From an optimization exercise on the open Yosys and OpenROAD flow, aimed at small area, a short achievable clock period and few clock cycles per item; shortcuts taken in it are not production practice.
Only simulation tests tie the RTL to the original design; equivalence was not proved.

main:
==> flow/design.v <==
module fe_inv (
    input  wire         clk,
    input  wire         rst,
    input  wire         start,
    input  wire [259:0] a,
    output wire         ready,
    output wire         done,
    output wire [1:0]   fault,
    output wire [259:0] result
);
    localparam [259:0] L    = 260'h1000000000000000000000000000000014def9dea2f79cd65812631a5cf5d3ed;
    localparam [252:0] LL   = L[252:0];
    localparam [253:0] NEGL = 254'h2fffffffffffffffffffffffffffffffeb2106215d086329a7ed9ce5a30a2c13;
    reg         a_busy;
    reg  [1:0]  a_fault;
    reg  [253:0] nu;      
    reg  [252:0] v;
    reg  [252:0] r, s;    
    reg  [8:0]  k;
    reg         b_busy;
    reg  [1:0]  b_fault;
    reg  [253:0] x;       
    reg  [8:0]  kb;
    reg         kb_zero;  
    wire b_done = b_busy & kb_zero;
    wire b_free = ~b_busy | b_done;
    wire gcd_end = (&nu) & (v == 253'd1);
    wire a_fin   = a_busy & ((a_fault != 2'd0) | gcd_end);
    wire hand    = a_fin & b_free;
    assign ready  = ~a_busy | hand;
    assign done   = b_done;
    assign fault  = b_fault;
    assign result = {7'd0, x[252:0]};
    wire accept = start & ready;
    wire [1:0] a_fcode = (a >= L) ? 2'd2 : (a == 260'd0) ? 2'd1 : 2'd0;
    wire u_even = ~nu[0];
    wire v_even = ~v[0];
    wire [253:0] d = {1'b0, v} + nu;
    wire [253:0] src = u_even ? nu : v_even ? {1'b0, v} : d;
    wire         neg = u_even | (~v_even & d[253]);    
    wire [1:0]   jm = src[1] ? 2'd0 : src[2] ? 2'd1 : src[3] ? 2'd2 : 2'd3;
    wire [256:0] dy = {{4{src[253]}}, src[253:1]} >> jm;
    wire [253:0] ds = dy[253:0];
    wire [252:0] rs = r + s;
    wire [252:0] r_sh = {r[251:0], 1'b0} << jm;
    wire [252:0] s_sh = {s[251:0], 1'b0} << jm;
    wire [1:0] q = 2'd0 - x[1:0];
    reg  [255:0] qL;
    always @(*) begin
        case (q)
            2'd0: qL = 256'h0;
            2'd1: qL = 256'h1000000000000000000000000000000014def9dea2f79cd65812631a5cf5d3ed;
            2'd2: qL = 256'h2000000000000000000000000000000029bdf3bd45ef39acb024c634b9eba7da;
            default: qL = 256'h300000000000000000000000000000003e9ced9be8e6d6830837294f16e17bc7;
        endcase
    end
    wire [255:0] xs = {2'd0, x} + qL;
    wire [253:0] xh = xs[255:2];
    wire [8:0]   kb_n = kb - 9'd2;
    wire step = a_busy & ~a_fin;
    always @(posedge clk) begin
        if (rst) begin
            a_busy <= 1'b0;
            b_busy <= 1'b0;
        end else begin
            if (accept)
                a_busy <= 1'b1;
            else if (hand)
                a_busy <= 1'b0;
            if (hand)
                b_busy <= 1'b1;
            else if (b_done)
                b_busy <= 1'b0;
        end
    end
    always @(posedge clk) begin
        if (accept) begin
            a_fault <= a_fcode;
            nu      <= NEGL;
            v       <= a[252:0];
            s       <= 253'd1;
            k       <= 9'd0;
        end else if (step) begin
            k <= k + {7'd0, jm} + 9'd1;
            if (neg) begin
                nu <= ds;
                s  <= s_sh;
            end else begin
                v  <= ds[252:0];
                s  <= v_even ? s : rs;
            end
        end
        r <= accept ? 253'd0 : neg ? (u_even ? r : rs) : r_sh;
    end
    always @(posedge clk) begin
        x <= hand ? (k[0] ? {s, 1'b0} : {1'b0, s}) : xh;
        if (hand) begin
            b_fault <= a_fault;
            kb      <= (a_fault != 2'd0) ? 9'd0 : k + {8'd0, k[0]};
            kb_zero <= (a_fault != 2'd0) | (k == 9'd0);
        end else if (b_busy & ~b_done) begin
            kb      <= kb_n;
            kb_zero <= (kb_n == 9'd0);
        end
    end
endmodule
==> flow/config.mk <==
export PLATFORM = sky130hd
export DESIGN_NAME = fe_inv
export DESIGN_NICKNAME = fe_inv
export VERILOG_FILES = /design/flow/design.v
export SDC_FILE = /design/flow/constraint.sdc
export NUM_CORES = 4
export LEC_CHECK = 0
export CAP_MARGIN = 20
export CORE_MARGIN = 2
export CORE_UTILIZATION = 40
export SETUP_SLACK_MARGIN = 3
export SLEW_MARGIN = 20
==> flow/constraint.sdc <==
create_clock -name core_clock -period 9.0 [get_ports {clk}]
set_input_delay 1.8000 -clock core_clock [delete_from_list [all_inputs] [get_ports {clk}]]
set_output_delay 1.8000 -clock core_clock [all_outputs]
set_load 0.01 [all_outputs]
run.sh (not shown) runs the stock make flow with config.mk's settings and CLKGATE_MAP_FILE= SYNTH_SCRIPT=/design/flow/synth_recipe.tcl, a recipe that flattens the netlist after the stock synthesis.
Testbench counts of main, summed over its fixed seeds: cycles 62,574, items 320.
Input-level comparison between the feature branch and main:
--- a/flow/design.v
+++ b/flow/design.v
@@ -19,8 +19,9 @@
     reg  [8:0]  k;
     reg         b_busy;
     reg  [1:0]  b_fault;
-    reg  [253:0] x;       
+    reg  [252:0] x;
     reg  [8:0]  kb;
+    reg         kb_ge2;   
     reg         kb_zero;  
     wire b_done = b_busy & kb_zero;
     wire b_free = ~b_busy | b_done;
@@ -30,7 +31,7 @@
     assign ready  = ~a_busy | hand;
     assign done   = b_done;
     assign fault  = b_fault;
-    assign result = {7'd0, x[252:0]};
+    assign result = {7'd0, x};
     wire accept = start & ready;
     wire [1:0] a_fcode = (a >= L) ? 2'd2 : (a == 260'd0) ? 2'd1 : 2'd0;
     wire u_even = ~nu[0];
@@ -41,22 +42,24 @@
     wire [1:0]   jm = src[1] ? 2'd0 : src[2] ? 2'd1 : src[3] ? 2'd2 : 2'd3;
     wire [256:0] dy = {{4{src[253]}}, src[253:1]} >> jm;
     wire [253:0] ds = dy[253:0];
-    wire [252:0] rs = r + s;
+    wire [252:0] rs = (v_even ? 253'd0 : r) + (u_even ? 253'd0 : s);
     wire [252:0] r_sh = {r[251:0], 1'b0} << jm;
     wire [252:0] s_sh = {s[251:0], 1'b0} << jm;
-    wire [1:0] q = 2'd0 - x[1:0];
-    reg  [255:0] qL;
+    wire [1:0] jb   = kb_ge2 ? 2'd2 : {1'b0, kb[0]};
+    wire [8:0] kb_n = kb - {7'd0, jb};
+    wire [1:0] q2   = 2'd0 - x[1:0];                 
+    wire [1:0] q    = kb_ge2 ? q2 : {1'b0, q2[0]};
+    reg  [254:0] qL;
     always @(*) begin
         case (q)
-            2'd0: qL = 256'h0;
-            2'd1: qL = 256'h1000000000000000000000000000000014def9dea2f79cd65812631a5cf5d3ed;
-            2'd2: qL = 256'h2000000000000000000000000000000029bdf3bd45ef39acb024c634b9eba7da;
-            default: qL = 256'h300000000000000000000000000000003e9ced9be8e6d6830837294f16e17bc7;
+            2'd0: qL = 255'h0;
+            2'd1: qL = 255'h1000000000000000000000000000000014def9dea2f79cd65812631a5cf5d3ed;
+            2'd2: qL = 255'h2000000000000000000000000000000029bdf3bd45ef39acb024c634b9eba7da;
+            default: qL = 255'h300000000000000000000000000000003e9ced9be8e6d6830837294f16e17bc7;
         endcase
     end
-    wire [255:0] xs = {2'd0, x} + qL;
-    wire [253:0] xh = xs[255:2];
-    wire [8:0]   kb_n = kb - 9'd2;
+    wire [254:0] xs = {2'd0, x} + qL;
+    wire [252:0] xh = kb_ge2 ? xs[254:2] : xs[253:1];
     wire step = a_busy & ~a_fin;
     always @(posedge clk) begin
         if (rst) begin
@@ -87,19 +90,21 @@
                 s  <= s_sh;
             end else begin
                 v  <= ds[252:0];
-                s  <= v_even ? s : rs;
+                s  <= rs;
             end
         end
-        r <= accept ? 253'd0 : neg ? (u_even ? r : rs) : r_sh;
+        r <= accept ? 253'd0 : neg ? rs : r_sh;
     end
     always @(posedge clk) begin
-        x <= hand ? (k[0] ? {s, 1'b0} : {1'b0, s}) : xh;
+        x <= hand ? s : xh;
         if (hand) begin
             b_fault <= a_fault;
-            kb      <= (a_fault != 2'd0) ? 9'd0 : k + {8'd0, k[0]};
+            kb      <= (a_fault != 2'd0) ? 9'd0 : k;
+            kb_ge2  <= (a_fault == 2'd0) & (k >= 9'd2);
             kb_zero <= (a_fault != 2'd0) | (k == 9'd0);
         end else if (b_busy & ~b_done) begin
             kb      <= kb_n;
+            kb_ge2  <= (kb_n >= 9'd2);
             kb_zero <= (kb_n == 9'd0);
         end
     end
Summary of the feature branch over main: synthesized cell count lower, shortest clock period the worst path allows after layout higher, final area higher, share of cells above drive strength 1 higher, half-perimeter wire length of the detailed placement result lower. On die area, the lower figure sits with the feature branch, not main.
Testbench counts of the feature branch, summed over its fixed seeds: cycles 62,574, items 320.

==> what the ideal ports hide <==
Ports are ideal in the flow. The routed layouts listed here were re-timed in OpenROAD. Step 1 sets driving cells, clkbuf_16 on the clock port and buf_2 on the other inputs (assumed; they add their load-dependent delay and slew). Step 2 adds t to the input delays and takes it off the output delays; t is the mean of the earliest and latest rising clock arrival at the registers after step 1. Input paths then give back, and output paths get back, about the clock's delay inside the block. Three values: ideal, step 1, step 2; two values: the first two.
| run | shift t [ns] | slack for setup (ns) | hold WS [ns] | worst setup path at the end | worst slew at a driven data input, ns |
|---|---|---|---|---|---|
| main | 0.974 | 2.975 / 2.868 / 2.530 | 0.453 / 0.453 / 0.453 | input to register | 0.19 |
| the feature branch | 0.988 | 2.897 / 2.778 / 2.720 | 0.474 / 0.474 / 0.474 | input to register | 0.19 |
After both steps every run listed still meets setup and hold. For main, which loses most, drivers alone change the setup slack by -0.107 ns; drivers and shift together by -0.445 ns.
